Background: an optimization exercise with open tools, aiming at a short achievable clock period and few clock cycles. Do not read the settings as production practice.
Only simulation tests tie the RTL to the original design; equivalence was not proved.
In every run shown here, the design's own scripts or RTL, not TritonCTS, make the clock network.
The clock port is modelled as an ideal driver, which makes a skipped or thinned clock tree look cheaper than it is; a real chip needs a root buffer or a tree.
Power is estimated from default activity; no workload was simulated.

<file path="config.mk">
export PLATFORM = sky130hd
export DESIGN_NAME = acb_stream
export DESIGN_NICKNAME = acb_stream
export VERILOG_FILES = /design/flow/design.v
export SDC_FILE = /design/flow/constraint.sdc
export NUM_CORES = 4
export LEC_CHECK = 0
export CAP_MARGIN = 20
export CORE_MARGIN = 2
export CORE_UTILIZATION = 40
export SLEW_MARGIN = 20
</file>
<file path="constraint.sdc">
create_clock -name core_clock -period 10.0 [get_ports {clk}]
set_input_delay 2.0000 -clock core_clock [delete_from_list [all_inputs] [get_ports {clk}]]
set_output_delay 2.0000 -clock core_clock [all_outputs]
set_load 0.01 [all_outputs]
</file>
<file path="design.v">
module acb_stream (
    input  wire        clk,
    input  wire        rst,
    input  wire        start,
    input  wire [1:0]  op,
    input  wire [15:0] arg0,
    input  wire [12:0] in_len,
    output reg         done,
    output reg  [12:0] out_len,
    output reg  [12:0] in_pos,
    output reg  [2:0]  err_code,
    output reg  [15:0] err_info,
    output wire [11:0] in_addr,
    input  wire [7:0]  in_rdata,
    output wire [11:0] out_raddr,
    input  wire [7:0]  out_rdata,
    output reg         out_we,
    output reg  [11:0] out_waddr,
    output reg  [7:0]  out_wdata
);
    localparam [2:0] E_NONE       = 3'd0;
    localparam [2:0] E_INVALIDARG = 3'd1;
    localparam [2:0] E_ILLEGAL    = 3'd2;
    localparam [2:0] E_UNEXPEND   = 3'd3;
    localparam [2:0] E_DATA       = 3'd4;
    localparam [2:0] E_CAPACITY   = 3'd5;
    localparam [1:0] SEL_LIT = 2'd0,    
                     SEL_MEM = 2'd1,    
                     SEL_H1  = 2'd2,    
                     SEL_H2  = 2'd3;    
    localparam [2:0] I_ZERO = 3'd0, I_HP = 3'd1, I_HP1 = 3'd2, I_HPM2 = 3'd3,
                     I_CAP  = 3'd4, I_ARG = 3'd5, I_OP = 3'd6;
    reg        st_r;        
    reg        bad_cmd;     
    reg [1:0]  op_r;
    reg [15:0] arg_r;
    reg [12:0] len_r;
    reg [2:0]  arg_hi;      
    reg        run;         
    reg        m_cmp, m_dec, m_mat;
    reg [12:0] hp;          
    reg [12:0] rem;         
    reg        remz, rem1;  
    reg [12:0] P;           
    reg [12:0] room;        
    reg        roomz;       
    reg [7:0]  z;           
    reg        zf;          
    reg [8:0]  fsh;         
    reg        exh;         
    reg        one;         
    reg        pf;          
    reg [4:0]  cc;          
    reg        cact;        
    reg [1:0]  csel;        
    reg        bad_r;       
    reg [11:0] ia;          
    reg [11:0] na;          
    reg        iv;          
    reg        rv;          
    reg [7:0]  ird;         
    reg        irv;
    reg [7:0]  B  [0:7];
    reg        Bz [0:7];    
    reg [2:0]  wp, rp;
    reg [3:0]  n;           
    reg [7:0]  H0, H1;
    reg        H0z, H1z;
    reg        hv0, hv1;    
    assign in_addr = ia;
    wire v0 = hv0;
    wire v1 = hv1;
    wire [7:0] w0 = H0;
    wire [7:0] w1 = H1;
    wire w0z = H0z;
    wire w1z = H1z;
    wire full = P[12];      
    reg        emit;        
    reg [1:0]  e_sel;
    reg [7:0]  e_byte;
    reg [1:0]  pop;
    reg        fin;         
    reg [2:0]  f_code;
    reg [2:0]  f_info;
    reg        mstart;      
    reg        fload;       
    reg        fload1;      
    reg        zset, zinc, zclr;
    wire [11:0] m_off = {w0[7:4], w1};
    wire        m_bad = (m_off == 12'd0) || ({1'b0, m_off} > P) ||
                        ({9'd0, w0[3:0]} + 13'd3 > room);
    wire [11:0] m_src  = P[11:0] - m_off;
    wire [11:0] m_src1 = P[11:0] + 12'd1 - m_off;
    wire [1:0]  m_sel = (m_off == 12'd1) ? SEL_H1 :
                        (m_off == 12'd2) ? SEL_H2 : SEL_MEM;
    always @(*) begin
        emit   = 1'b0;
        e_sel  = SEL_LIT;
        e_byte = 8'h00;
        pop    = 2'd0;
        fin    = 1'b0;
        f_code = E_NONE;
        f_info = I_ZERO;
        mstart = 1'b0;
        fload  = 1'b0;
        fload1 = 1'b0;
        zset   = 1'b0;
        zinc   = 1'b0;
        zclr   = 1'b0;
        if (bad_cmd) begin
            fin = 1'b1;
            if (m_mat) begin
                f_code = E_INVALIDARG; f_info = I_ARG;
            end else begin
                f_code = E_ILLEGAL; f_info = I_OP;
            end
        end else if (run) begin
            if (m_cmp) begin
                if (remz) begin
                    if (zf) begin
                        emit = 1'b1; zclr = 1'b1;
                    end else begin
                        fin = 1'b1;
                    end
                end else if (v0) begin
                    if (!w0z) begin
                        emit = 1'b1;
                        if (zf) begin
                            zclr = 1'b1;
                        end else begin
                            e_byte = w0; pop = 2'd1;
                        end
                    end else if (!zf) begin
                        emit = 1'b1; pop = 2'd1; zset = 1'b1;
                    end else if (rem1 || v1) begin
                        pop = 2'd1;
                        if (rem1 || !w1z || z == 8'hff) begin
                            emit = 1'b1; e_byte = z; zclr = 1'b1;
                        end else begin
                            zinc = 1'b1;
                        end
                    end
                end
            end else if (m_dec) begin
                if (zf) begin
                    emit = 1'b1;
                end else if (remz) begin
                    fin = 1'b1;
                end else if (v0) begin
                    if (!w0z) begin
                        emit = 1'b1; e_byte = w0; pop = 2'd1;
                    end else if (rem1) begin
                        fin = 1'b1; f_code = E_UNEXPEND; f_info = I_HP1;    
                    end else if (v1) begin
                        emit = 1'b1; pop = 2'd2; zset = 1'b1;
                    end
                end
            end else begin
                if (bad_r) begin
                    fin = 1'b1; f_code = E_DATA; f_info = I_HPM2;
                end else if (cact) begin
                    emit = 1'b1; e_sel = csel;
                    if (exh && v0 && !remz) begin
                        pop = 2'd1; fload = 1'b1;
                    end
                end else if (roomz) begin
                    fin = 1'b1;
                end else if (exh) begin
                    if (remz) begin
                        fin = 1'b1; f_code = E_UNEXPEND; f_info = I_HP;
                    end else if (v0) begin
                        pop = 2'd1; fload = 1'b1;
                    end
                end else if (fsh[8]) begin
                    if (remz) begin
                        fin = 1'b1; f_code = E_UNEXPEND; f_info = I_HP;
                    end else if (v0) begin
                        emit = 1'b1; e_byte = w0; pop = 2'd1;
                        if (one && v1 && !rem1) begin
                            pop = 2'd2; fload1 = 1'b1;
                        end
                    end
                end else begin
                    if (remz || rem1) begin
                        fin = 1'b1; f_code = E_UNEXPEND; f_info = I_HP;
                    end else if (v1) begin
                        emit = 1'b1; pop = 2'd2; mstart = 1'b1;
                        e_sel = m_sel;
                    end
                end
            end
            if (emit && full) begin
                emit   = 1'b0;
                mstart = 1'b0;
                fin    = 1'b1;
                f_code = E_CAPACITY;
                f_info = I_CAP;
            end
        end
    end
    reg [11:0] ra;           
    reg [11:0] sr;           
    reg [11:0] wc;           
    reg        p1_v, p2_v;
    reg [1:0]  p1_sel, p2_sel;
    reg [7:0]  p1_b, p2_b;
    reg        p1_fin, p2_fin;
    reg [7:0]  h1;           
    reg [7:0]  h2;           
    reg [2:0]  r_code;
    reg [2:0]  r_isel;       
    reg        r_pos;        
    reg        r_dec;        
    assign out_raddr = ra;
    wire wv = m_mat ? p2_v : emit;    
    wire sfin = run & ~m_mat & remz & ~zf;
    wire busy = st_r | bad_cmd | run | p1_fin | p2_fin;
    wire go   = start & ~busy;
    reg [7:0] wd;
    always @(*) begin
        case (p2_sel)
            SEL_LIT: wd = p2_b;
            SEL_MEM: wd = out_rdata;
            SEL_H1:  wd = h1;
            default: wd = h2;
        endcase
    end
    integer k;
    wire      push = irv & run;
    wire      ivn  = ({1'b0, n} + irv + rv + iv < 5'd8);    
    wire      irdz = (ird == 8'h00);
    reg [7:0] cb  [0:3];
    reg       cbz [0:3];
    reg [2:0] ci;
    always @(*) begin
        for (k = 0; k < 4; k = k + 1) begin
            ci     = rp + k;
            cb[k]  = (push && wp == ci) ? ird  : B[ci];
            cbz[k] = (push && wp == ci) ? irdz : Bz[ci];
        end
    end
    wire [3:0]  n_p0   = n + {3'd0, push};
    wire [3:0]  n_p1   = n + {3'd0, push} - 4'd1;
    wire [3:0]  n_p2   = n + {3'd0, push} - 4'd2;
    wire [12:0] hp_p1  = hp + 13'd1;
    wire [12:0] hp_p2  = hp + 13'd2;
    wire [12:0] rem_m1 = rem - 13'd1;
    wire [12:0] rem_m2 = rem - 13'd2;
    wire        rem2   = (rem == 13'd2);
    wire        rem3   = (rem == 13'd3);
    wire        room1  = (room == 13'd1);
    always @(posedge clk) begin
        if (rst) begin
            st_r   <= 1'b0;
            bad_cmd <= 1'b0;
            run    <= 1'b0;
            bad_r  <= 1'b0;
            iv     <= 1'b0;
            rv     <= 1'b0;
            irv    <= 1'b0;
            ia     <= 12'd0;
            n      <= 4'd0;
            hv0    <= 1'b0;
            hv1    <= 1'b0;
            p1_v   <= 1'b0;
            p2_v   <= 1'b0;
            p1_fin <= 1'b0;
            p2_fin <= 1'b0;
            out_we <= 1'b0;
            done   <= 1'b0;
        end else begin
            st_r <= go;
            irv <= rv;
            if (go) begin
                rv <= 1'b1;
                iv <= 1'b1;
                ia <= 12'd1;
            end else if (st_r || (run && !fin)) begin
                rv <= iv;
                iv <= ivn;
                ia <= na;
            end else begin
                rv <= iv;
                iv <= 1'b0;
                ia <= 12'd0;
            end
            case (pop)
                2'd0: begin
                    n <= n_p0; hv0 <= (n_p0 != 4'd0); hv1 <= (n_p0[3:1] != 3'd0);
                end
                2'd1: begin
                    n <= n_p1; hv0 <= (n_p1 != 4'd0); hv1 <= (n_p1[3:1] != 3'd0);
                end
                default: begin
                    n <= n_p2; hv0 <= (n_p2 != 4'd0); hv1 <= (n_p2[3:1] != 3'd0);
                end
            endcase
            if ((fin && run) || st_r) begin
                n   <= 4'd0;
                hv0 <= 1'b0;
                hv1 <= 1'b0;
            end
            bad_r <= mstart && m_bad;
            if (fin && run)
                run <= 1'b0;
            bad_cmd <= 1'b0;
            if (st_r) begin
                if (op_r == 2'd3 || (op_r == 2'd2 && arg_r > 16'd4096))
                    bad_cmd <= 1'b1;
                else
                    run <= 1'b1;
            end
            p1_v   <= emit & m_mat;
            p1_fin <= fin & ~sfin;
            p2_v   <= p1_v && !bad_r;
            p2_fin <= p1_fin;
            out_we <= wv;
            done   <= sfin | p2_fin;
        end
    end
    always @(posedge clk) begin
        op_r  <= op;
        arg_r <= arg0;
        len_r <= in_len;
        ird   <= in_rdata;
        if (push) begin
            B[wp]  <= ird;
            Bz[wp] <= irdz;
            wp     <= wp + 3'd1;
        end
        case (pop)
            2'd0: begin
                H0 <= cb[0]; H0z <= cbz[0]; H1 <= cb[1]; H1z <= cbz[1];
            end
            2'd1: begin
                H0 <= cb[1]; H0z <= cbz[1]; H1 <= cb[2]; H1z <= cbz[2];
                rp <= rp + 3'd1;
                hp <= hp_p1; rem <= rem_m1;
                remz <= rem1; rem1 <= rem2;
            end
            default: begin
                H0 <= cb[2]; H0z <= cbz[2]; H1 <= cb[3]; H1z <= cbz[3];
                rp <= rp + 3'd2;
                hp <= hp_p2; rem <= rem_m2;
                remz <= rem2; rem1 <= rem3;
            end
        endcase
        if (emit) begin
            P     <= P + 13'd1;
            room  <= room - 13'd1;
            roomz <= room1;
        end
        if (m_cmp) begin
            if (zset) begin
                z <= 8'd1; zf <= 1'b1;
            end else if (zinc) begin
                z <= z + 8'd1;
            end else if (zclr) begin
                z <= 8'd0; zf <= 1'b0;
            end
        end else begin
            if (zf) begin
                z  <= z - 8'd1;
                zf <= (z != 8'd1);
            end else if (zset) begin
                z  <= w1;
                zf <= !w1z;
            end
        end
        if (cact) begin
            cc   <= cc - 5'd1;
            cact <= (cc != 5'd1);
        end else if (mstart) begin
            cc   <= {1'b0, w0[3:0]} + 5'd2;
            cact <= 1'b1;
            csel <= m_sel;
        end
        ra <= cact ? sr : m_src;
        sr <= cact ? sr + 12'd1 : m_src1;
        na <= go ? 12'd2 : na + {11'd0, ivn};
        if (fload) begin
            fsh <= {w0, 1'b1};
            exh <= 1'b0;
            one <= 1'b0;
            pf  <= cact;
        end else if (fload1) begin
            fsh <= {w1, 1'b1};
            exh <= 1'b0;
            one <= 1'b0;
            pf  <= 1'b1;
        end else if (emit && !cact) begin
            fsh <= {fsh[7:0], 1'b0};
            exh <= (fsh[6:0] == 7'd0);
            one <= (fsh[6:0] == 7'h40);
            pf  <= 1'b0;
        end
        if (fin) begin
            r_code <= f_code;
            r_isel <= f_info;
            r_pos  <= (f_code == E_NONE);
            r_dec  <= (f_code == E_DATA);
        end
        if (st_r) begin
            m_cmp  <= (op_r == 2'd0);
            m_dec  <= (op_r == 2'd1);
            m_mat  <= (op_r == 2'd2);
            hp     <= 13'd0;
            rp     <= 3'd0;
            wp     <= 3'd0;
            rem    <= len_r;
            remz   <= (len_r == 13'd0);
            rem1   <= (len_r == 13'd1);
            P      <= 13'd0;
            room   <= arg_r[12:0];
            roomz  <= (arg_r[12:0] == 13'd0);
            arg_hi <= arg_r[15:13];
            r_dec  <= 1'b0;
            r_isel <= I_ZERO;
            zf     <= 1'b0;
            cact   <= 1'b0;
            fsh    <= 9'h100;
            exh    <= 1'b1;
            one    <= 1'b0;
            pf     <= 1'b0;
        end
        p1_sel <= e_sel;
        p1_b   <= e_byte;
        p2_sel <= p1_sel;
        p2_b   <= p1_b;
        out_wdata <= m_mat ? wd : e_byte;
        if (p2_v) begin
            h1 <= wd;
            h2 <= h1;
        end
        wc <= st_r ? 12'd0 : wc + {11'd0, p2_v};
        out_waddr <= m_mat ? wc : P[11:0];
        out_len  <= P - {12'd0, r_dec};
        in_pos   <= sfin ? hp : !r_pos ? 13'd0 : (m_mat && pf) ? hp - 13'd1 : hp;
        err_code <= sfin ? E_NONE : r_code;
        case (r_isel)
            I_HP:    err_info <= {3'd0, hp};
            I_HP1:   err_info <= {3'd0, hp_p1};
            I_HPM2:  err_info <= {3'd0, hp - 13'd2};
            I_CAP:   err_info <= 16'd4096;
            I_ARG:   err_info <= {arg_hi, room};
            I_OP:    err_info <= 16'd3;
            default: err_info <= 16'd0;
        endcase
    end
endmodule
</file>
<file path="flow/run.sh">
#!/bin/bash
HERE=$(pwd)
bash standard.sh SETUP_SLACK_MARGIN=7.5 ABC_CLOCK_PERIOD_IN_PS=3000 CORE_UTILIZATION=65 PLACE_DENSITY=0.75 PRE_CTS_TCL=$HERE/flow/star_cts.tcl finish > flow_standard.log 2>&1
</file>
<file path="flow/star_cts.tcl">

set ::star_clk_net  clk
set ::star_leaves   32
set ::star_roots    4
set ::star_root_buf sky130_fd_sc_hd__clkbuf_16
set ::star_leaf_buf sky130_fd_sc_hd__clkbuf_16

rename clock_tree_synthesis orig_clock_tree_synthesis

proc star_kmeans {pts k iters} {
  set n [llength $pts]
  # start from points spread along the list sorted by x then y
  set srt [lsort -real -index 0 $pts]
  set cents {}
  for {set i 0} {$i < $k} {incr i} {
    set p [lindex $srt [expr {int(($i + 0.5) * $n / $k)}]]
    lappend cents [list [lindex $p 0] [lindex $p 1]]
  }
  # k-means++-ish refinement: plain Lloyd iterations
  for {set it 0} {$it < $iters} {incr it} {
    set sx [lrepeat $k 0.0]; set sy [lrepeat $k 0.0]; set cnt [lrepeat $k 0]
    set asg {}
    foreach p $pts {
      set px [lindex $p 0]; set py [lindex $p 1]
      set best 0; set bd 1e30
      for {set c 0} {$c < $k} {incr c} {
        set dx [expr {$px - [lindex $cents $c 0]}]
        set dy [expr {$py - [lindex $cents $c 1]}]
        set d [expr {abs($dx) + abs($dy)}]
        if {$d < $bd} { set bd $d; set best $c }
      }
      lappend asg $best
      lset sx $best [expr {[lindex $sx $best] + $px}]
      lset sy $best [expr {[lindex $sy $best] + $py}]
      lset cnt $best [expr {[lindex $cnt $best] + 1}]
    }
    for {set c 0} {$c < $k} {incr c} {
      if {[lindex $cnt $c] > 0} {
        lset cents $c [list [expr {[lindex $sx $c] / [lindex $cnt $c]}] [expr {[lindex $sy $c] / [lindex $cnt $c]}]]
      }
    }
  }
  return [list $cents $asg]
}

# Cap every cluster at ceil(n/k)+1 points: points of a full cluster go to
# the nearest cluster with room, farthest points first.
proc star_balance {pts cents asg k} {
  set n [llength $pts]
  set cap [expr {($n + $k - 1) / $k + 1}]
  set cnt [lrepeat $k 0]
  foreach c $asg { lset cnt $c [expr {[lindex $cnt $c] + 1}] }
  # order points by distance to their centre, farthest first
  set order {}
  for {set i 0} {$i < $n} {incr i} {
    set c [lindex $asg $i]
    set d [expr {abs([lindex $pts $i 0] - [lindex $cents $c 0]) + abs([lindex $pts $i 1] - [lindex $cents $c 1])}]
    lappend order [list $i $d]
  }
  set order [lsort -real -decreasing -index 1 $order]
  foreach e $order {
    set i [lindex $e 0]
    set c [lindex $asg $i]
    if {[lindex $cnt $c] <= $cap} continue
    set best -1; set bd 1e30
    for {set j 0} {$j < $k} {incr j} {
      if {$j == $c || [lindex $cnt $j] >= $cap} continue
      set d [expr {abs([lindex $pts $i 0] - [lindex $cents $j 0]) + abs([lindex $pts $i 1] - [lindex $cents $j 1])}]
      if {$d < $bd} { set bd $d; set best $j }
    }
    if {$best < 0} continue
    lset cnt $c [expr {[lindex $cnt $c] - 1}]
    lset cnt $best [expr {[lindex $cnt $best] + 1}]
    lset asg $i $best
  }
  return $asg
}

# The output ports' buffers and the flip-flops driving them get strong
# drive strengths (same cell types).
proc star_size_outputs {} {
  set block [ord::get_db_block]
  set db [ord::get_db]
  set buf [$db findMaster sky130_fd_sc_hd__buf_6]
  set ff  [$db findMaster sky130_fd_sc_hd__dfxtp_4]
  set nb 0; set nf 0
  foreach bterm [$block getBTerms] {
    if {[$bterm getIoType] != "OUTPUT"} continue
    set net [$bterm getNet]
    if {$net == "NULL"} continue
    set drv [$net getFirstOutput]
    if {$drv == "NULL"} continue
    set inst [$drv getInst]
    set m [[$inst getMaster] getName]
    if {[string match sky130_fd_sc_hd__buf_* $m] && $m != "sky130_fd_sc_hd__buf_6" && $m != "sky130_fd_sc_hd__buf_8" && $m != "sky130_fd_sc_hd__buf_12" && $m != "sky130_fd_sc_hd__buf_16"} {
      $inst swapMaster $buf
      incr nb
    }
    set a [$inst findITerm A]
    if {$a == "NULL"} continue
    set n2 [$a getNet]
    if {$n2 == "NULL"} continue
    set d2 [$n2 getFirstOutput]
    if {$d2 == "NULL"} continue
    set f [$d2 getInst]
    if {[string match sky130_fd_sc_hd__dfxtp_* [[$f getMaster] getName]]} {
      $f swapMaster $ff
      incr nf
    }
  }
  puts "star_cts: $nb output buffers and $nf flip-flops resized"
}

# Each flip-flop that drives an output port's buffer is moved next to that
# buffer (legalised later by the CTS step's detailed placement).
proc star_pull_outputs {} {
  set block [ord::get_db_block]
  set np 0
  foreach bterm [$block getBTerms] {
    if {[$bterm getIoType] != "OUTPUT"} continue
    set net [$bterm getNet]
    if {$net == "NULL"} continue
    set drv [$net getFirstOutput]
    if {$drv == "NULL"} continue
    set inst [$drv getInst]
    set a [$inst findITerm A]
    if {$a == "NULL"} continue
    set n2 [$a getNet]
    if {$n2 == "NULL"} continue
    set d2 [$n2 getFirstOutput]
    if {$d2 == "NULL"} continue
    set f [$d2 getInst]
    if {![string match sky130_fd_sc_hd__*df* [[$f getMaster] getName]]} continue
    lassign [$inst getLocation] bx by
    $f setLocation $bx $by
    $f setPlacementStatus PLACED
    incr np
  }
  puts "star_cts: $np output flip-flops moved to their buffers"
  detailed_placement
}

proc clock_tree_synthesis {args} {
  star_pull_outputs
  set block [ord::get_db_block]
  set db [ord::get_db]
  set clk_net [$block findNet $::star_clk_net]
  set k $::star_leaves
  set root_master [$db findMaster $::star_root_buf]
  set leaf_master [$db findMaster $::star_leaf_buf]

  set sinks {}
  set pts {}
  foreach it [$clk_net getITerms] {
    set inst [$it getInst]
    set bb [$inst getBBox]
    set x [expr {([$bb xMin] + [$bb xMax]) / 2.0}]
    set y [expr {([$bb yMin] + [$bb yMax]) / 2.0}]
    lappend sinks $it
    lappend pts [list $x $y]
  }
  puts "star_cts: [llength $sinks] sinks, $k leaves"
  lassign [star_kmeans $pts $k 30] cents asg
  set asg [star_balance $pts $cents $asg $k]
  # leaf buffers at the centres of their final clusters
  set sx [lrepeat $k 0.0]; set sy [lrepeat $k 0.0]; set cn [lrepeat $k 0]
  set i 0
  foreach c $asg {
    lset sx $c [expr {[lindex $sx $c] + [lindex $pts $i 0]}]
    lset sy $c [expr {[lindex $sy $c] + [lindex $pts $i 1]}]
    lset cn $c [expr {[lindex $cn $c] + 1}]
    incr i
  }
  for {set c 0} {$c < $k} {incr c} {
    if {[lindex $cn $c] > 0} {
      lset cents $c [list [expr {[lindex $sx $c] / [lindex $cn $c]}] [expr {[lindex $sy $c] / [lindex $cn $c]}]]
    }
  }

  # leaves grouped under the roots
  set nr $::star_roots
  lassign [star_kmeans $cents $nr 30] rcents rasg
  set root_nets {}
  for {set r 0} {$r < $nr} {incr r} {
    set root [odb::dbInst_create $block $root_master "clkbuf_root_star_$r"]
    $root setLocation [expr {int([lindex $rcents $r 0])}] [expr {int([lindex $rcents $r 1])}]
    $root setPlacementStatus PLACED
    set root_net [odb::dbNet_create $block "clknet_root_star_$r"]
    $root_net setSigType CLOCK
    [$root findITerm A] connect $clk_net
    [$root findITerm X] connect $root_net
    lappend root_nets $root_net
  }
  puts "star_cts: leaves per root $rasg"

  set leaf_nets {}
  for {set c 0} {$c < $k} {incr c} {
    set leaf [odb::dbInst_create $block $leaf_master "clkbuf_leaf_star_$c"]
    $leaf setLocation [expr {int([lindex $cents $c 0])}] [expr {int([lindex $cents $c 1])}]
    $leaf setPlacementStatus PLACED
    set net [odb::dbNet_create $block "clknet_leaf_star_$c"]
    $net setSigType CLOCK
    [$leaf findITerm A] connect [lindex $root_nets [lindex $rasg $c]]
    [$leaf findITerm X] connect $net
    lappend leaf_nets $net
  }
  set i 0
  foreach it $sinks {
    set c [lindex $asg $i]
    $it disconnect
    $it connect [lindex $leaf_nets $c]
    incr i
  }
  set cnts [lrepeat $k 0]
  foreach c $asg { lset cnts $c [expr {[lindex $cnts $c] + 1}] }
  puts "star_cts: leaf fanouts $cnts"
  set_propagated_clock [all_clocks]
}
</file>
<file path="standard.sh">
#!/bin/bash
# synth_recipe.tcl (not shown) runs the flow's synth.tcl, then flattens the netlist and writes it again
# the make line also repeats each setting of config.mk as NAME=value (left out here)
make -C /OpenROAD-flow-scripts/flow DESIGN_CONFIG=/design/flow/config.mk WORK_HOME=/design/flow/orfs CLKGATE_MAP_FILE= SYNTH_SCRIPT=/design/flow/synth_recipe.tcl "${@:-finish}"
</file>
==> results of run 1 <==
## worst paths after layout
kind / depth (start not counted) / slack [ns] / to
setup / recovery: 1 / 7.17 / err_code[2]
hold / removal: 0 / 0.33 / p2_b[0]$_DFF_P_
hold reg to reg: 0 / 0.33 / p2_b[0]$_DFF_P_
setup reg to reg: 11 / 7.40 / na[7]$_SDFF_PP0_
## area by class of cell
class                   count  area (sq um)
multi-input cells        1447         11500
flip-flops and latches    416          9900
fillers                  1881          6170
repair buffers            241          2340
plain buffers              36           901
well taps                 402           503
inverters                  91           370
## stage by stage
step,hold slack [ns],instances,cell area (sq um),total power [uW],worst slack (ns)
final,0.329,2633,25500,3750,7.17
after global routing,0.335,2633,25500,3880,7.15
after CTS,0.327,2586,24200,3670,7.17
after detailed placement,0.313,2503,22600,2450,6.51
after global placement,0.311,2503,22600,2440,6.65
after floorplan,0.310,2059,21100,2280,7.19
## timing repair
| item | 4_1_cts | 5_1_grt |
|---|---|---|
| setup endpoints to repair | 305 | 235 |
| cloned | 4 | 7 |
| resized for setup | 608 | 202 |
| pin swaps | 23 | 58 |
| buffers inserted | 43 | 40 |
## cell families (layout without fill, tap and decap cells)
group,Yosys count,count (layout),synth area share
adder cells (fa/ha/maj),90,90,0.0577
flip-flops,416,416,0.465
multiplexers,133,133,0.109
XOR/XNOR,140,140,0.0585
AO/OA/AOI/OAI,414,417,0.122
buffers and inverters,203,368,0.0372
AND/OR/NAND/NOR,663,667,0.150
## metal layers
layer  vias to the layer above  GRT usage  routed length, um
li1                       7751          -                  -
met1                      8304      0.437              23000
met2                       994      0.556              29100
met3                       228     0.0519               5300
met4                         2      0.120               2730
met5                         -          0                 15
## placed cells by master (no fill, tap or decap), types with 79 or more instances in the layout
master	instances
inv_1	79
nand2_1	216
dfxtp_2	84
buf_6	91
dfxtp_1	177
o21ai_0	131
nor2_1	144
edfxtp_1	142
xnor2_1	85
a21oi_1	87
## report_power, final
part | total [uW] | internal, uW | switching [uW]
Sequential | 1960 | 1830 | 132
Combinational | 568 | 281 | 287
Clock | 1220 | 636 | 584
==> flow_summary.yaml, run 1 <==
power:
  irDropWorstVdd_mv: 0.134
  p_leak_uw: 0.00933
  p_per_area_nw_per_um2: 147
worst_setup_path:
  start_kind: "flop"
  cp_top_family: "flip-flops"
  critPathSlowestCell: "dfxtp_1"
  critPathRequiredTime_ns: 8.00
  r2r-start: "n[0]$_SDFF_PP0_"
  slowest_delay_ns: 0.33
  crit_start: "err_code[2]$_SDFF_PP0_"
  cp_cell_sequence: "buf_2"
  cp_max_fo: 1
  arrival_ns: 0.83
  worstSetupPathType: "reg -> out"
  crit_buf_inv: 1
  end_kind: "output port"
floorplan:
  num_io_pins: 141
  die_w_um: 184
  initial_core_util: 0.662
  fp.coreArea_sq_um: 31600
  rows: 65
  dieArea_sq_um: 33700
  die_h_um: 184
synthesis:
  synth_ff_type: "dfxtp_1"
  syn_area_sq_um: 21000
  syn_avg_cell_area_sq_um: 10.2
  ys_types: 81
  synth_seq_cells: 416
  syn_nets: 2199
  ys_top_cells_by_area: "dfxtp_1 26%, edfxtp_1 20%, mux4_2 8.0%"
  yosys.area.top_type: "dfxtp_1"
  synth_most_common_cell: "dfxtp_1"
  seq_area_frac_synth: 0.465
  synthCells: 2059
  synth_top_cell_area_share: 0.262
  netlist_top_cells_count: "274 x dfxtp_1, 222 x nand2_1, 157 x nor2_1"
  ys_warn_count: 3
  synth-edff-count: 142
  synth-async-reset-ratio: 0
layout:
  final_nets: 2373
  top_regs: "B: 64 flops, arg_r: 16 flops, err_info: 16 flops"
  largest_reg_flops: 64
  area_growth_syn_to_layout_pct: 21.5
  utilization: 0.805
  top_register: "B"
  drive_gt1_frac: 0.267
  antenna_cells: 0
place:
  place.port_buffers: 140
  globalplace.congestion: 0.914
  hpwlAfterDp_um: 36400
sta:
  finalSetupTns_ns: 0
  post-route-period-util: 0.283
  max_freq_mhz: 353
  relSlewSlack: 0.246
  grt_setup_unrepaired: "true"
  finalSetupViolations: 0
  finalMaxSlewViolations: 0
  worst_pin_slew_ns: 1.12
  fin_crit_ns: 2.83
  finalClockSkew_ns: 0.0687
  hold_viol_final: 0
worst_hold_path:
  hp-class: "reg -> reg"
  hold_start: "p1_b[0]$_DFF_P_"
global_route:
  overflow: 0
  antenna_found_initial: 1
  grt_first_pass_wirelength_um: 89100
  grt_pass1_vias: 16325
  track_usage: 0.331
  grt_start_max_net_pins: 86
detailed_routing:
  via_per_inst: 6.56
  route.detailed.drc: 0
  wl_per_cell_um: 22.9
  drtIter0Drc: 1884
  drt-pass1-iter-count: 6
  final_antenna_net_count: 0
  vias: 17279
  wirelength_um: 60200
job:
  max-cap-violations: 0
clocking:
  clk_pin_slew_ns: 0.07
  holdBufCountCts: 0
  clk_latency_ns: 0.39
run_status:
  status: "finished clean"
Testbench counts, summed over its fixed seeds: cycles 269,392.
==> run 2, diff against run 1 <==
--- a/flow/star_cts.tcl
+++ b/flow/star_cts.tcl
@@ -77,12 +77,10 @@
 }
 
-# The output ports' buffers and the flip-flops driving them get strong
-# drive strengths (same cell types).
+# The output ports' buffers get a strong drive strength.
 proc star_size_outputs {} {
   set block [ord::get_db_block]
   set db [ord::get_db]
   set buf [$db findMaster sky130_fd_sc_hd__buf_6]
-  set ff  [$db findMaster sky130_fd_sc_hd__dfxtp_4]
-  set nb 0; set nf 0
+  set nb 0
   foreach bterm [$block getBTerms] {
     if {[$bterm getIoType] != "OUTPUT"} continue
@@ -93,21 +91,11 @@
     set inst [$drv getInst]
     set m [[$inst getMaster] getName]
-    if {[string match sky130_fd_sc_hd__buf_* $m] && $m != "sky130_fd_sc_hd__buf_6" && $m != "sky130_fd_sc_hd__buf_8" && $m != "sky130_fd_sc_hd__buf_12" && $m != "sky130_fd_sc_hd__buf_16"} {
+    if {[lsearch -exact {sky130_fd_sc_hd__buf_6 sky130_fd_sc_hd__buf_8 sky130_fd_sc_hd__buf_12 sky130_fd_sc_hd__buf_16} $m] >= 0} continue
+    if {[string match sky130_fd_sc_hd__buf_* $m] || [string match sky130_fd_sc_hd__clkdlybuf* $m] || [string match sky130_fd_sc_hd__dlygate* $m] || [string match sky130_fd_sc_hd__clkbuf_* $m]} {
       $inst swapMaster $buf
       incr nb
     }
-    set a [$inst findITerm A]
-    if {$a == "NULL"} continue
-    set n2 [$a getNet]
-    if {$n2 == "NULL"} continue
-    set d2 [$n2 getFirstOutput]
-    if {$d2 == "NULL"} continue
-    set f [$d2 getInst]
-    if {[string match sky130_fd_sc_hd__dfxtp_* [[$f getMaster] getName]]} {
-      $f swapMaster $ff
-      incr nf
-    }
-  }
-  puts "star_cts: $nb output buffers and $nf flip-flops resized"
+  }
+  puts "star_cts: $nb output buffers resized"
 }
 
@@ -142,4 +130,5 @@
 
 proc clock_tree_synthesis {args} {
+  star_size_outputs
   star_pull_outputs
   set block [ord::get_db_block]
==> run 2 against run 1 <==
  * Still clean
  * Sequential share of layout area shrank 0.42 points
  * First-iteration DRC count shrank 1.8%
  * Critical path depth is the same
  * Fmax shrank 0.20%
  * Critical path type unchanged
  * Critical endpoint is now in_addr[7]
  * Highest routed layer is now met4
==> flow_summary.yaml, run 2 <==
run_status:
  status: "finished clean"
worst_setup_path:
  r2r_setup_slack_ns: 7.40
  timing.rr.end: "P[10]$_SDFFE_PP0P_"
  critPathRequiredTime_ns: 8.00
  start_kind: "flop"
  reg2reg_depth: 9
  cp_cell_sequence: "buf_6"
  cp_max_fo: 1
  slowest_delay_ns: 0.36
  r2r-start: "rem1$_DFFE_PP_"
  end_kind: "output port"
  arrival_ns: 0.84
  crit_buf_inv: 1
  worstSetupPathType: "reg -> out"
  critPathSlowestCell: "dfxtp_2"
  cp_top_family: "flip-flops"
layout:
  drive_gt1_frac: 0.284
  mostFrequentLayoutCells: "215 x nand2_1, 156 x dfxtp_1, 145 x nor2_1, 142 x edfxtp_1, 126 x o21ai_0"
  layout_commonest_cell: "nand2_1"
  top_regs: "B: 64 flops, arg_r: 16 flops, err_info: 16 flops"
  area_growth_syn_to_layout_pct: 23.2
  final_nets: 2376
  largest_reg_flops: 64
  top_register: "B"
  antenna_cells: 0
  final_cell_area_sq_um: 25800
global_route:
  track_usage: 0.341
  overflow: 0
  grt_start_max_net_pins: 86
  grt_pass1_vias: 16524
  grt_first_pass_wirelength_um: 91000
  antenna_found_initial: 0
detailed_routing:
  via_per_inst: 6.56
  final_antenna_net_count: 0
  wirelength_um: 61300
  vias: 17297
  wl_per_cell_um: 23.3
  drtIter0Drc: 1851
  drt-pass1-iter-count: 6
  route.detailed.drc: 0
worst_hold_path:
  hold_start: "p1_sel[0]$_SDFF_PP0_"
  hp-class: "reg -> reg"
  holdPathStages: 0
  holdPathEnd: "p2_sel[0]$_DFF_P_"
synthesis:
  netlist_top_cells_count: "274 x dfxtp_1, 222 x nand2_1, 157 x nor2_1"
  ys_top_cells_by_area: "dfxtp_1 26%, edfxtp_1 20%, mux4_2 8.0%"
  syn_nets: 2199
  synthCells: 2059
  synth_seq_cells: 416
  synth-async-reset-ratio: 0
  synth_ff_type: "dfxtp_1"
  syn_area_sq_um: 21000
  synth_top_cell_area_share: 0.262
  synth-edff-count: 142
  ys_types: 81
  ys_warn_count: 3
  yosys.area.top_type: "dfxtp_1"
  syn_avg_cell_area_sq_um: 10.2
  seq_area_frac_synth: 0.465
  synth_most_common_cell: "dfxtp_1"
clocking:
  clk_pin_slew_ns: 0.09
  clk_latency_ns: 0.38
power:
  p_leak_uw: 0.00941
  power_uw: 3800
  p_per_area_nw_per_um2: 147
  irDropWorstVdd_mv: 0.137
sta:
  max_freq_mhz: 352
  relSlewSlack: 0.220
  grt_setup_unrepaired: "true"
  post-route-period-util: 0.284
  fin_ws_ns: 7.16
  finalMaxSlewViolations: 0
  fin_crit_ns: 2.84
  worst_pin_slew_ns: 1.16
  finalSetupViolations: 0
  finalSetupTns_ns: 0
  finalClockSkew_ns: 0.0600
  hold_viol_final: 0
floorplan:
  fp.coreArea_sq_um: 31600
  die_h_um: 184
  dieArea_sq_um: 33700
  rows: 65
  num_io_pins: 141
  initial_core_util: 0.662
  die_w_um: 184
place:
  place.port_buffers: 140
  globalplace.congestion: 0.914
  dp_slack_ns: 6.51
  placed_area_sq_um: 22600
  hpwlAfterDp_um: 36400
job:
  max-cap-violations: 0
-- run 2: cell counts after synthesis --
No cell type changed its count.
-- run 2: cell families after synthesis --
family,after synthesis,share of synthesized area
xor gates and xnor gates,140,0.0585
DFF,416,0.465
AOI/OAI and AO/OA,414,0.122
buffers and inverters,203,0.0372
and+or+nand+nor,663,0.150
muxes,133,0.109
adders and majority gates,90,0.0577
-- run 2: metal layers --
metal,vias to the layer above,GRT usage,share of wire
met2,996,0.587,0.48
met5,-,0,0
met4,0,0.122,0.053
li1,7747,-,-
met3,256,0.0555,0.090
met1,8298,0.438,0.38
-- run 2: repair_timing --
action / CTS / global route
setup buffers: 38 / 46
pin swaps: 32 / 66
resized for setup: 277 / 149
hold buffers: 0 / 0
setup endpoints to repair: 308 / 261
cloned: 5 / 7
-- run 2: cell type report --
type,instances,area (sq um)
Buffer,36,901
Fill cell,1822,5820
Inverter,91,370
Multi-Input combinational cell,1445,11500
Sequential cell,416,9930
Tap cell,402,503
Timing Repair Buffer,246,2620
-- run 2: how the worst max path moves through the flow --
stage,start,to,depth (start not counted)
detailed placement,rp[0]$_SDFFE_PP0N_,H1[3]$_DFF_P_,7
global route,ia[7]$_SDFF_PP0_,in_addr[7],1
finish,ia[7]$_SDFF_PP0_,in_addr[7],1
CTS,ia[7]$_SDFF_PP0_,in_addr[7],1
floorplan,out_rdata[0],out_wdata[0]$_DFF_P_,2
global placement,rst,ia[9]$_SDFF_PP0_,4
-- run 2: per-stage QoR --
stage               utilization  hold WS (ns)  cells
floorplan                     -         0.310   2059
global placement          0.715         0.311   2503
detailed placement        0.716         0.313   2503
CTS                       0.781         0.286   2582
global route              0.816         0.294   2636
finish                    0.816         0.291   2636
-- run 2: where the power goes --
group / switching [uW] / internal, uW
clock: 620 / 637
sequential: 133 / 1830
combinational: 290 / 292
total: 1040 / 2760
==> run 3, diff against run 2 <==
--- a/flow/star_cts.tcl
+++ b/flow/star_cts.tcl
@@ -1,8 +1,8 @@
 
 set ::star_clk_net  clk
-set ::star_leaves   32
+set ::star_leaves   48
 set ::star_roots    4
-set ::star_root_buf sky130_fd_sc_hd__clkbuf_16
-set ::star_leaf_buf sky130_fd_sc_hd__clkbuf_16
+set ::star_root_buf sky130_fd_sc_hd__clkinv_16
+set ::star_leaf_buf sky130_fd_sc_hd__clkinv_4
 
 rename clock_tree_synthesis orig_clock_tree_synthesis
@@ -129,7 +129,13 @@
 }
 
+proc star_out_pin {inst} {
+  foreach it [$inst getITerms] {
+    if {[$it getIoType] == "OUTPUT" && [[$it getMTerm] getSigType] == "SIGNAL"} { return $it }
+  }
+  error "star_cts: no output pin on [$inst getName]"
+}
+
 proc clock_tree_synthesis {args} {
   star_size_outputs
-  star_pull_outputs
   set block [ord::get_db_block]
   set db [ord::get_db]
@@ -178,5 +184,5 @@
     $root_net setSigType CLOCK
     [$root findITerm A] connect $clk_net
-    [$root findITerm X] connect $root_net
+    [star_out_pin $root] connect $root_net
     lappend root_nets $root_net
   }
@@ -191,5 +197,5 @@
     $net setSigType CLOCK
     [$leaf findITerm A] connect [lindex $root_nets [lindex $rasg $c]]
-    [$leaf findITerm X] connect $net
+    [star_out_pin $leaf] connect $net
     lappend leaf_nets $net
   }
==> run 3 against run 2 <==
  * Clock power shrank 38%
  * Core utilization shrank 1.5 points
  * Cell area shrank 1.9%
  * Critical path depth grew 2
  * Clock skew grew 0.043 ns
  * Flip-flop and latch count is the same
  * Die area is the same
  * Worst hold slack gained 0.032 ns
  * Largest cell class unchanged
  * Highest routed layer unchanged
==> flow_summary.yaml, run 3 <==
run_status:
  status: "finished clean"
global_route:
  grt_pass1_vias: 16243
  antenna_found_initial: 1
  track_usage: 0.318
  grt_start_max_net_pins: 86
  grt_first_pass_wirelength_um: 85500
  overflow: 0
power:
  pwr-share-comb: 0.176
  internal-power_uw: 2260
  p_sw_uw: 1070
  p_clk_frac: 0.235
  p_sw_frac: 0.322
  p_leak_uw: 0.00911
  p_per_area_nw_per_um2: 131
  irDropWorstVdd_mv: 0.119
  seq_power_share: 0.590
detailed_routing:
  drtIter0Drc: 1759
  final_antenna_net_count: 0
  wl_per_cell_um: 21.8
  wirelength_um: 57500
  drt-pass1-iter-count: 6
  vias: 17246
  via_per_inst: 6.53
  route.detailed.drc: 0
sta:
  holdWs_ns: 0.323
  finalMaxSlewViolations: 0
  finalSetupViolations: 0
  max_freq_mhz: 362
  hold_viol_final: 0
  worst_pin_slew_ns: 1.19
  grt_setup_unrepaired: "true"
  fin_crit_ns: 2.76
  finalClockSkew_ns: 0.103
  post-route-period-util: 0.276
  relSlewSlack: 0.201
  finalSetupTns_ns: 0
floorplan:
  rows: 65
  dieArea_sq_um: 33700
  num_io_pins: 141
  die_h_um: 184
  die_w_um: 184
  initial_core_util: 0.662
  fp.coreArea_sq_um: 31600
synthesis:
  synth-async-reset-ratio: 0
  ys_warn_count: 3
  syn_area_sq_um: 21000
  synth_top_cell_area_share: 0.262
  syn_avg_cell_area_sq_um: 10.2
  synth-edff-count: 142
  synth_most_common_cell: "dfxtp_1"
  ys_types: 81
  ys_top_cells_by_area: "dfxtp_1 26%, edfxtp_1 20%, mux4_2 8.0%"
  synth_seq_cells: 416
  syn_nets: 2199
  netlist_top_cells_count: "274 x dfxtp_1, 222 x nand2_1, 157 x nor2_1"
  synth_ff_type: "dfxtp_1"
  yosys.area.top_type: "dfxtp_1"
  synthCells: 2059
  seq_area_frac_synth: 0.465
worst_setup_path:
  cp_max_fo: 2
  critPathRequiredTime_ns: 10.11
  arrival_ns: 2.87
  worstSetupPathType: "in -> reg"
  r2r_setup_slack_ns: 7.35
  start_kind: "primary input"
  end_kind: "flop"
  r2r-start: "rv$_SDFF_PP0_"
  timing.rr.end: "na[7]$_SDFF_PP0_"
  reg2reg_depth: 10
worst_hold_path:
  hold_start: "p1_b[7]$_DFF_P_"
  hp-class: "reg -> reg"
  holdPathStages: 0
  holdPathEnd: "p2_b[7]$_DFF_P_"
layout:
  multi_input_area_sq_um: 11500
  area_growth_syn_to_layout_pct: 20.9
  drive_gt1_frac: 0.279
  final_nets: 2381
  top_regs: "B: 64 flops, arg_r: 16 flops, err_info: 16 flops"
  mostFrequentLayoutCells: "218 x nand2_1, 166 x dfxtp_1, 142 x edfxtp_1, 134 x nor2_1, 126 x o21ai_0"
  largest_reg_flops: 64
  layout_commonest_cell: "nand2_1"
  top_register: "B"
  n_fill_cell: 1898
  seq_area_sq_um: 9910
  antenna_cells: 0
clocking:
  clk_pin_slew_ns: 0.08
  clk_latency_ns: 0.27
job:
  max-cap-violations: 0
place:
  globalplace.congestion: 0.914
  place.port_buffers: 140
  hpwlAfterDp_um: 36400
[run 3: cell counts after synthesis]
Identical to the previous run, type by type.
[run 3: power by group through the flow]
stage                     clock network, uW  registers [uW]  logic (uW)
after floorplan                           0            1920         360
after global placement                    0            1980         461
after detailed placement                  0            1980         474
after CTS                               793            1950         518
after global routing                    864            1970         632
final                                   782            1960         585
[run 3: routing by layer]
metal | part of all wire | global-route usage | vias up
met4 | 0.046 | 0.119 | 0
met5 | 0 | 0 | -
li1 | - | - | 7775
met2 | 0.48 | 0.541 | 984
met1 | 0.38 | 0.409 | 8265
met3 | 0.091 | 0.0541 | 222
[run 3: worst max path at each step]
stage / start / to / slack [ns] / cells after the start
after global routing: out_rdata[7] / out_wdata[7]$_DFF_P_ / 7.25 / 3
after global placement: rst / ia[9]$_SDFF_PP0_ / 6.65 / 4
after floorplan: out_rdata[0] / out_wdata[0]$_DFF_P_ / 7.19 / 2
after detailed placement: rp[0]$_SDFFE_PP0N_ / H1[3]$_DFF_P_ / 6.51 / 7
after CTS: out_waddr[2]$_DFF_P_ / out_waddr[2] / 7.27 / 1
final: out_rdata[7] / out_wdata[7]$_DFF_P_ / 7.24 / 3
[run 3: kinds of logic (layout without fill, tap and decap cells)]
family                     Yosys count  after routing  share of synthesized area
and+or+nand+nor                    663            667                      0.150
DFF                                416            416                      0.465
AOI/OAI and AO/OA                  414            416                      0.122
buffers and inverters              203            377                     0.0372
xor gates and xnor gates           140            140                     0.0585
muxes                              133            133                      0.109
adders and majority gates           90             90                     0.0577
[run 3: cell type report]
class | instances | area share
Timing Repair Buffer | 234 | 0.0976
Sequential cell | 416 | 0.391
Inverter | 143 | 0.0359
Multi-Input combinational cell | 1446 | 0.456
Tap cell | 402 | 0.0199
[run 3: metrics by stage]
| stage | std cells | worst slack, ns | util | power (uW) | cell area, sq um |
|---|---|---|---|---|---|
| detailed placement | 2503 | 6.51 | 0.716 | 2450 | 22600 |
| CTS | 2596 | 7.27 | 0.769 | 3260 | 24300 |
| finish | 2641 | 7.24 | 0.801 | 3330 | 25300 |
| floorplan | 2059 | 7.19 | - | 2280 | 21100 |
| global route | 2641 | 7.25 | 0.801 | 3470 | 25300 |
| global placement | 2503 | 6.65 | 0.715 | 2440 | 22600 |
[run 3: repair_timing]
action / 4_1_cts / 5_1_grt
endpoints found under the setup margin: 304 / 251
gates resized for setup: 252 / 157
hold buffers: 0 / 0
pin swaps: 27 / 59
gates cloned: 3 / 8
setup buffers: 38 / 37
[run 3: worst max-delay path, cell delays in order]
cell,delay (ns)
buf_6,0.09
mux4_2,0.49
mux2_4,0.29
==> run 4, diff against run 3 <==
--- a/design.v
+++ b/design.v
@@ -217,13 +217,16 @@
     wire busy = st_r | bad_cmd | run | p1_fin | p2_fin;
     wire go   = start & ~busy;
-    reg [7:0] wd;
+    reg [7:0] wo;
     always @(*) begin
-        case (p2_sel)
-            SEL_LIT: wd = p2_b;
-            SEL_MEM: wd = out_rdata;
-            SEL_H1:  wd = h1;
-            default: wd = h2;
+        if (!m_mat)
+            wo = e_byte;           
+        else case (p2_sel)
+            SEL_H1:  wo = h1;
+            SEL_H2:  wo = h2;
+            default: wo = p2_b;
         endcase
     end
+    wire       wmem = m_mat & (p2_sel == SEL_MEM);
+    wire [7:0] wd   = wmem ? out_rdata : wo;
     integer k;
     wire      push = irv & run;
@@ -428,5 +431,5 @@
         p2_sel <= p1_sel;
         p2_b   <= p1_b;
-        out_wdata <= m_mat ? wd : e_byte;
+        out_wdata <= wd;
         if (p2_v) begin
             h1 <= wd;
==> run 4 against run 3 <==
  * Worst hold slack lost 0.059 ns
  * Worst setup slack gained 0.080 ns
  * Core utilization grew 0.15 points
  * Global-route usage grew 2.3 points
  * Register-to-register slack gained 0.02 ns
  * Area after synthesis grew 5.1%
  * First-iteration DRC count grew 25%
  * Clock skew shrank 0.0048 ns
  * Sequential share of layout area shrank 2.1 points
  * Largest power group unchanged
==> flow_summary.yaml, run 4 <==
run_status:
  status: "finished clean"
detailed_routing:
  via_per_inst: 6.68
  final_antenna_net_count: 0
  drtIter0Drc: 2207
  vias: 19111
  drt-pass1-iter-count: 6
  route.detailed.drc: 0
  wirelength_um: 66100
  wl_per_cell_um: 23.1
floorplan:
  die_w_um: 188
  die_h_um: 188
  initial_core_util: 0.659
  fp.coreArea_sq_um: 33400
  rows: 67
  dieArea_sq_um: 35400
  num_io_pins: 141
synthesis:
  synth_most_common_cell: "dfxtp_1"
  syn_area_sq_um: 22000
  synth_ff_type: "dfxtp_1"
  muxShareOfSynthArea: 0.104
  yosys.area.top_type: "dfxtp_1"
  synthCells: 2209
  netlist_top_cells_count: "274 x dfxtp_1, 210 x nand2_1, 177 x nor2_1"
  synth_top_family_by_area: "simple AND/OR/NAND/NOR gates"
  synth_xor_area_frac: 0.0496
  synthAdderAreaFrac: 0.0549
  synth_seq_cells: 416
  synth_top_cell_area_share: 0.249
  ys_warn_count: 3
  synth-compound-area-share: 0.145
  syn_avg_cell_area_sq_um: 9.97
  synth-async-reset-ratio: 0
  synth-edff-count: 142
  syn_nets: 2349
  seq_area_frac_synth: 0.442
  ys_top_cells_by_area: "dfxtp_1 25%, edfxtp_1 19%, mux4_2 6.2%"
  ys_types: 96
  synthSimpleGateAreaFrac: 0.162
global_route:
  grt_first_pass_wirelength_um: 97400
  grt_pass1_vias: 18003
  overflow: 0
  grt_start_max_net_pins: 110
  antenna_found_initial: 0
  track_usage: 0.341
worst_setup_path:
  cp_cell_sequence: "buf_6"
  cp_top_family: "flip-flops"
  start_kind: "flop"
  critPathSlowestCell: "dfxtp_2"
  crit_buf_inv: 1
  critPathRequiredTime_ns: 8.00
  cp_max_fo: 1
  end_kind: "output port"
  worstSetupPathType: "reg -> out"
  arrival_ns: 0.68
  slowest_delay_ns: 0.33
layout:
  final_cells: 2860
  top_register: "B"
  layout_commonest_cell: "nand2_1"
  area_growth_syn_to_layout_pct: 21.8
  mostFrequentLayoutCells: "198 x nand2_1, 167 x nor2_1, 163 x dfxtp_1, 142 x edfxtp_1, 116 x o21ai_0"
  n_fill_cell: 2050
  final_nets: 2554
  largest_reg_flops: 64
  drive_gt1_frac: 0.291
  top_regs: "B: 64 flops, arg_r: 16 flops, err_info: 16 flops"
  antenna_cells: 0
power:
  irDropWorstVdd_mv: 0.142
  p_leak_uw: 0.00989
  p_per_area_nw_per_um2: 126
place:
  hpwlAfterDp_um: 40500
  dp_cells: 2690
  dp_slack_ns: 6.15
  globalplace.congestion: 0.960
  place.port_buffers: 140
sta:
  finalClockSkew_ns: 0.0981
  post-route-period-util: 0.268
  grt_setup_unrepaired: "true"
  max_freq_mhz: 373
  finalMaxSlewViolations: 0
  holdWs_ns: 0.264
  fin_ws_ns: 7.32
  hold_viol_final: 0
  worst_pin_slew_ns: 1.14
  relSlewSlack: 0.241
  fin_crit_ns: 2.68
  finalSetupViolations: 0
  finalSetupTns_ns: 0
worst_hold_path:
  hp-class: "reg -> reg"
clocking:
  clk_pin_slew_ns: 0.08
  holdBufCountCts: 0
  clk_latency_ns: 0.26
job:
  max-cap-violations: 0
run 4: changes by cell type after synthesis, sizes merged, moves of 10 or more:
cell | before | now
mux2i | 40 | 50
a221oi | 7 | 21
nand3 | 57 | 71
o21a | 2 | 12
buf | 27 | 46
mux2 | 19 | 35
nor2b | 21 | 36
o31ai | 6 | 21
nand2 | 223 | 211
mux4 | 74 | 61
inv | 87 | 100
nor2 | 158 | 177
xnor2 | 93 | 78
run 4: path summary, 6_finish.rpt:
check,from,end,slack (ns),cells after the start
max,err_code[1]$_SDFF_PP0_,err_code[1],7.32,1
min,p1_b[0]$_DFF_P_,p2_b[0]$_DFF_P_,0.26,0
min reg2reg,p1_b[0]$_DFF_P_,p2_b[0]$_DFF_P_,0.26,0
max reg2reg,rem1$_DFFE_PP_,P[8]$_SDFFE_PP0P_,7.37,10
run 4: layout make-up:
type	instances	area (sq um)	area share
flip-flops and latches	416	9930	0.370
repair inverters	1	5.00	0.000186
repair buffers	270	2730	0.102
multi-input cells	1570	12600	0.471
well taps	448	561	0.0209
inverters	155	968	0.0361
run 4: timing repair:
item                                    in CTS  in global routing
pin swaps                                   29                 45
endpoints found under the hold margin        0                  0
buffers inserted                            59                 48
resized for setup                          225                191
gates cloned                                 3                  8
endpoints found under the setup margin     309                271
run 4: stage by stage:
| step | instance area, sq um | power, uW | utilization |
|---|---|---|---|
| floorplan | 22300 | 2280 | - |
| global placement | 23800 | 2440 | 0.710 |
| detailed placement | 23800 | 2460 | 0.711 |
| CTS | 25600 | 3320 | 0.764 |
| global route | 26800 | 3500 | 0.802 |
| finish | 26800 | 3380 | 0.802 |
run 4: cells by family after synthesis:
family / after synthesis
muxes: 146
xor gates and xnor gates: 123
AOI/OAI and AO/OA: 488
adders and majority gates: 90
buffers and inverters: 228
and+or+nand+nor: 718
DFF: 416
run 4: metal layers:
layer,track usage,vias to the layer above,wire (um)
li1,-,8477,-
met1,0.450,9085,24900
met2,0.562,1264,30900
met3,0.0436,285,6460
met4,0.161,0,3790
met5,0,-,0
run 4: power by group:
| part | internal [uW] | switching (uW) | total, uW |
|---|---|---|---|
| clock | 134 | 692 | 827 |
| combinational | 294 | 310 | 604 |
| sequential | 1830 | 125 | 1950 |
Testbench counts of run 4, summed over its fixed seeds: cycles 269,392.
==> run 5, diff against run 4 <==
--- a/design.v
+++ b/design.v
@@ -32,5 +32,4 @@
                      I_CAP  = 3'd4, I_ARG = 3'd5, I_OP = 3'd6;
     reg        st_r;        
-    reg        bad_cmd;     
     reg [1:0]  op_r;
     reg [15:0] arg_r;
@@ -108,10 +107,9 @@
         zinc   = 1'b0;
         zclr   = 1'b0;
-        if (bad_cmd) begin
-            fin = 1'b1;
-            if (m_mat) begin
-                f_code = E_INVALIDARG; f_info = I_ARG;
-            end else begin
-                f_code = E_ILLEGAL; f_info = I_OP;
+        if (st_r) begin
+            if (op_r == 2'd3) begin
+                fin = 1'b1; f_code = E_ILLEGAL; f_info = I_OP;
+            end else if (op_r == 2'd2 && arg_r > 16'd4096) begin
+                fin = 1'b1; f_code = E_INVALIDARG; f_info = I_ARG;
             end
         end else if (run) begin
@@ -213,20 +211,15 @@
     reg        r_dec;        
     assign out_raddr = ra;
-    wire wv = m_mat ? p2_v : emit;    
-    wire sfin = run & ~m_mat & remz & ~zf;
-    wire busy = st_r | bad_cmd | run | p1_fin | p2_fin;
+    wire busy = st_r | run | p1_fin | p2_fin;
     wire go   = start & ~busy;
-    reg [7:0] wo;
+    reg [7:0] wd;
     always @(*) begin
-        if (!m_mat)
-            wo = e_byte;           
-        else case (p2_sel)
-            SEL_H1:  wo = h1;
-            SEL_H2:  wo = h2;
-            default: wo = p2_b;
+        case (p2_sel)
+            SEL_LIT: wd = p2_b;
+            SEL_MEM: wd = out_rdata;
+            SEL_H1:  wd = h1;
+            default: wd = h2;
         endcase
     end
-    wire       wmem = m_mat & (p2_sel == SEL_MEM);
-    wire [7:0] wd   = wmem ? out_rdata : wo;
     integer k;
     wire      push = irv & run;
@@ -256,5 +249,4 @@
         if (rst) begin
             st_r   <= 1'b0;
-            bad_cmd <= 1'b0;
             run    <= 1'b0;
             bad_r  <= 1'b0;
@@ -279,5 +271,5 @@
                 iv <= 1'b1;
                 ia <= 12'd1;
-            end else if (st_r || (run && !fin)) begin
+            end else if (st_r || run) begin
                 rv <= iv;
                 iv <= ivn;
@@ -307,17 +299,12 @@
             if (fin && run)
                 run <= 1'b0;
-            bad_cmd <= 1'b0;
-            if (st_r) begin
-                if (op_r == 2'd3 || (op_r == 2'd2 && arg_r > 16'd4096))
-                    bad_cmd <= 1'b1;
-                else
-                    run <= 1'b1;
-            end
-            p1_v   <= emit & m_mat;
-            p1_fin <= fin & ~sfin;
+            if (st_r && !fin)
+                run <= 1'b1;
+            p1_v   <= emit;
+            p1_fin <= fin;
             p2_v   <= p1_v && !bad_r;
             p2_fin <= p1_fin;
-            out_we <= wv;
-            done   <= sfin | p2_fin;
+            out_we <= p2_v;
+            done   <= p2_fin;
         end
     end
@@ -418,6 +405,4 @@
             roomz  <= (arg_r[12:0] == 13'd0);
             arg_hi <= arg_r[15:13];
-            r_dec  <= 1'b0;
-            r_isel <= I_ZERO;
             zf     <= 1'b0;
             cact   <= 1'b0;
@@ -437,8 +422,8 @@
         end
         wc <= st_r ? 12'd0 : wc + {11'd0, p2_v};
-        out_waddr <= m_mat ? wc : P[11:0];
+        out_waddr <= wc;
         out_len  <= P - {12'd0, r_dec};
-        in_pos   <= sfin ? hp : !r_pos ? 13'd0 : (m_mat && pf) ? hp - 13'd1 : hp;
-        err_code <= sfin ? E_NONE : r_code;
+        in_pos   <= !r_pos ? 13'd0 : (m_mat && pf) ? hp - 13'd1 : hp;
+        err_code <= r_code;
         case (r_isel)
             I_HP:    err_info <= {3'd0, hp};
--- a/flow/star_cts.tcl
+++ b/flow/star_cts.tcl
@@ -1,8 +1,8 @@
 
 set ::star_clk_net  clk
-set ::star_leaves   48
+set ::star_leaves   32
 set ::star_roots    4
 set ::star_root_buf sky130_fd_sc_hd__clkinv_16
-set ::star_leaf_buf sky130_fd_sc_hd__clkinv_4
+set ::star_leaf_buf sky130_fd_sc_hd__clkinv_8
 
 rename clock_tree_synthesis orig_clock_tree_synthesis
==> run 5 against run 4 <==
  * Die area decreased by 5.6%
  * Flip-flop and latch count decreased by 1
  * Cell area decreased by 7.9%
  * Still clean
  * Global-route usage decreased by 2.5 points
  * Fmax decreased by 0.53%
  * Critical path type unchanged
  * First-iteration DRC count decreased by 16%
  * Clock power increased by 4.0%
  * Critical endpoint is now err_code[0]
  * Largest cell class unchanged
  * Clock skew decreased by 0.018 ns
==> flow_summary.yaml, run 5 <==
detailed_routing:
  wl_per_cell_um: 21.2
  drtIter0Drc: 1863
  highest_layer: "met4"
  wl_met2_um: 26100
  wirelength_um: 55400
  drt-pass1-iter-count: 8
  route.detailed.drc: 0
  via_per_inst: 6.42
  vias: 16806
  dr_wl_met3_um: 4950
  met1_length_um: 22300
  final_antenna_net_count: 0
worst_setup_path:
  arrival_ns: 0.70
  slowest_delay_ns: 0.32
  end_kind: "output port"
  critPathRequiredTime_ns: 8.00
  worstSetupPathType: "reg -> out"
  cp_max_fo: 1
  start_kind: "flop"
  critPathSlowestCell: "dfxtp_2"
  cp_top_family: "flip-flops"
  cp_cell_sequence: "buf_6"
  crit_buf_inv: 1
layout:
  drive_gt1_frac: 0.247
  final_nets: 2356
  antenna_cells: 0
  top_register: "B"
  largest_reg_flops: 64
  top_regs: "B: 64 flops, arg_r: 16 flops, err_info: 16 flops"
  area_growth_syn_to_layout_pct: 19.0
  mostFrequentLayoutCells: "230 x nand2_1, 180 x nor2_1, 161 x dfxtp_1, 146 x edfxtp_1, 104 x buf_6"
  final_cells: 2616
  layout_commonest_cell: "nand2_1"
synthesis:
  synth-edff-count: 146
  yosys.area.top_type: "dfxtp_1"
  synth_most_common_cell: "dfxtp_1"
  synth_top_cell_area_share: 0.259
  synth-async-reset-ratio: 0
  seq_area_frac_synth: 0.470
  ys_types: 92
  ys_top_cells_by_area: "dfxtp_1 26%, edfxtp_1 21%, mux4_2 6.6%"
  syn_avg_cell_area_sq_um: 10.1
  ys_warn_count: 3
  netlist_top_cells_count: "269 x dfxtp_1, 236 x nand2_1, 192 x nor2_1"
  syn_nets: 2196
  synthCells: 2056
  syn_area_sq_um: 20800
  synth_ff_type: "dfxtp_1"
  synth_seq_cells: 415
power:
  irDropWorstVdd_mv: 0.267
  internal-power_uw: 2510
  p_sw_uw: 1340
  p_leak_uw: 0.00907
  p_per_area_nw_per_um2: 156
  pwr-share-comb: 0.241
  seq_power_share: 0.535
  p_sw_frac: 0.348
  p_clk_frac: 0.224
sta:
  hold_viol_final: 0
  fin_crit_ns: 2.70
  grt_setup_unrepaired: "true"
  relSlewSlack: 0.251
  finalSetupTns_ns: 0
  finalMaxSlewViolations: 0
  finalSetupViolations: 0
  finalClockSkew_ns: 0.0801
  max_freq_mhz: 371
  post-route-period-util: 0.270
  worst_pin_slew_ns: 1.12
place:
  hpwlAfterDp_um: 36100
  globalplace.congestion: 0.935
  place.port_buffers: 140
  dp_cells: 2505
clocking:
  clk_latency_ns: 0.26
  clk_pin_slew_ns: 0.07
global_route:
  antenna_found_initial: 0
  overflow: 0
  grt_pass1_vias: 15859
  track_usage: 0.316
  grt_start_max_net_pins: 68
  grt_first_pass_wirelength_um: 84800
job:
  max-cap-violations: 0
floorplan:
  num_io_pins: 141
  fp.coreArea_sq_um: 31600
  initial_core_util: 0.658
  die_h_um: 183
  dieArea_sq_um: 33400
  rows: 65
  die_w_um: 183
run_status:
  status: "finished clean"
worst_hold_path:
  hp-class: "reg -> reg"
==> run 5: cell count changes in the layout (fill, tap and decap cells not counted), moves of 14 or more <==
cell,delta
mux2_2,-24
buf_4,-34
clkinv_8,+32
nor3_1,+14
o21ai_0,-19
nand2_1,+32
clkinv_4,-49
inv_1,-18
mux2i_1,-14
==> run 5: routing by layer <==
metal,up-vias,GRT usage
li1,7689,-
met1,8014,0.437
met2,927,0.512
met3,176,0.0488
met4,0,0.113
met5,-,0
==> run 5: kinds of logic after synthesis <==
kind of cell / after synthesis / synth area share
xor gates and xnor gates: 132 / 0.0578
adders and majority gates: 90 / 0.0582
muxes: 103 / 0.0865
and+or+nand+nor: 746 / 0.170
AOI/OAI and AO/OA: 378 / 0.119
DFF: 415 / 0.470
buffers and inverters: 192 / 0.0385
==> run 5: power groups by stage <==
stage	clock [uW]	combinational [uW]	sequential, uW
2_1_floorplan	0	549	2020
6_report	860	926	2060
3_5_place_dp	0	779	2070
3_3_place_gp	0	761	2060
5_1_grt	943	1010	2070
4_1_cts	884	861	2040
==> run 5: repair_timing <==
| item | CTS | global route |
|---|---|---|
| setup endpoints to repair | 309 | 202 |
| pin swaps | 20 | 26 |
| buffers inserted | 36 | 32 |
| gates cloned | 5 | 2 |
| hold buffers | 0 | 0 |
| gates resized for setup | 199 | 132 |
==> run 5: cell type report <==
type	count	area, sq um
Fill cell	2023	6840
Inverter	120	973
Multi-Input combinational cell	1453	10900
Sequential cell	415	9930
Tap cell	402	503
Timing Repair Buffer	226	2370
==> run 5: final timing paths <==
kind,startpoint,end,slack [ns],cells past startpoint
setup / recovery,err_code[0]$_DFF_P_,err_code[0],7.30,1
hold / removal,p1_b[0]$_SDFF_PP0_,p2_b[0]$_DFF_P_,0.31,0
setup reg to reg,H0[0]$_DFF_P_,bad_r$_SDFF_PP0_,7.54,10
hold reg to reg,p1_b[0]$_SDFF_PP0_,p2_b[0]$_DFF_P_,0.31,0
==> run 5: per-stage QoR <==
step	cell area, sq um	utilization	power, uW	hold slack, ns	setup WS [ns]
2_1_floorplan	20800	-	2570	0.310	7.30
3_3_place_gp	22300	0.707	2830	0.312	6.55
3_5_place_dp	22300	0.708	2850	0.312	6.47
4_1_cts	24000	0.759	3790	0.318	7.29
5_1_grt	24700	0.783	4020	0.311	7.27
6_report	24700	0.783	3840	0.314	7.30
Testbench counts of run 5, summed over its fixed seeds: cycles 269,648.

## port drivers added, routing unchanged
In the flow no input, the clock included, has a driving cell. The finished layouts below were timed again as built, in two steps. Step 1: set_driving_cell puts a clkbuf_16 on clk and a buf_2 on each other input, an assumption about the parent block. Step 2 also shifts input and output timing later by t, the mid clock arrival at the registers, as if the neighbouring blocks saw the same clock. a / b / c = no drivers / after step 1 / after step 2; a / b = the first two.
run | t (ns) | slack for setup (ns) | clock arrival spread, ns | worst register clock-pin slew, ns | worst slew at a driven data input, ns
run 1 | 0.478 | 7.165 / 7.042 / 6.975 | 0.069 / 0.069 | 0.08 / 0.08 | 0.06
run 2 | 0.479 | 7.160 / 7.036 / 6.973 | 0.060 / 0.060 | 0.09 / 0.09 | 0.06
run 3 | 0.453 | 7.239 / 7.037 / 6.988 | 0.115 / 0.116 | 0.10 / 0.10 | 0.05
run 4 | 0.477 | 7.319 / 7.048 / 7.106 | 0.100 / 0.104 | 0.11 / 0.11 | 0.07
run 5 | 0.468 | 7.305 / 7.056 / 7.162 | 0.084 / 0.082 | 0.08 / 0.08 | 0.05
After both steps setup and hold are still met in every run listed. For run 3, which loses most, drivers alone change the setup slack by -0.202 ns; drivers and shift together by -0.251 ns.
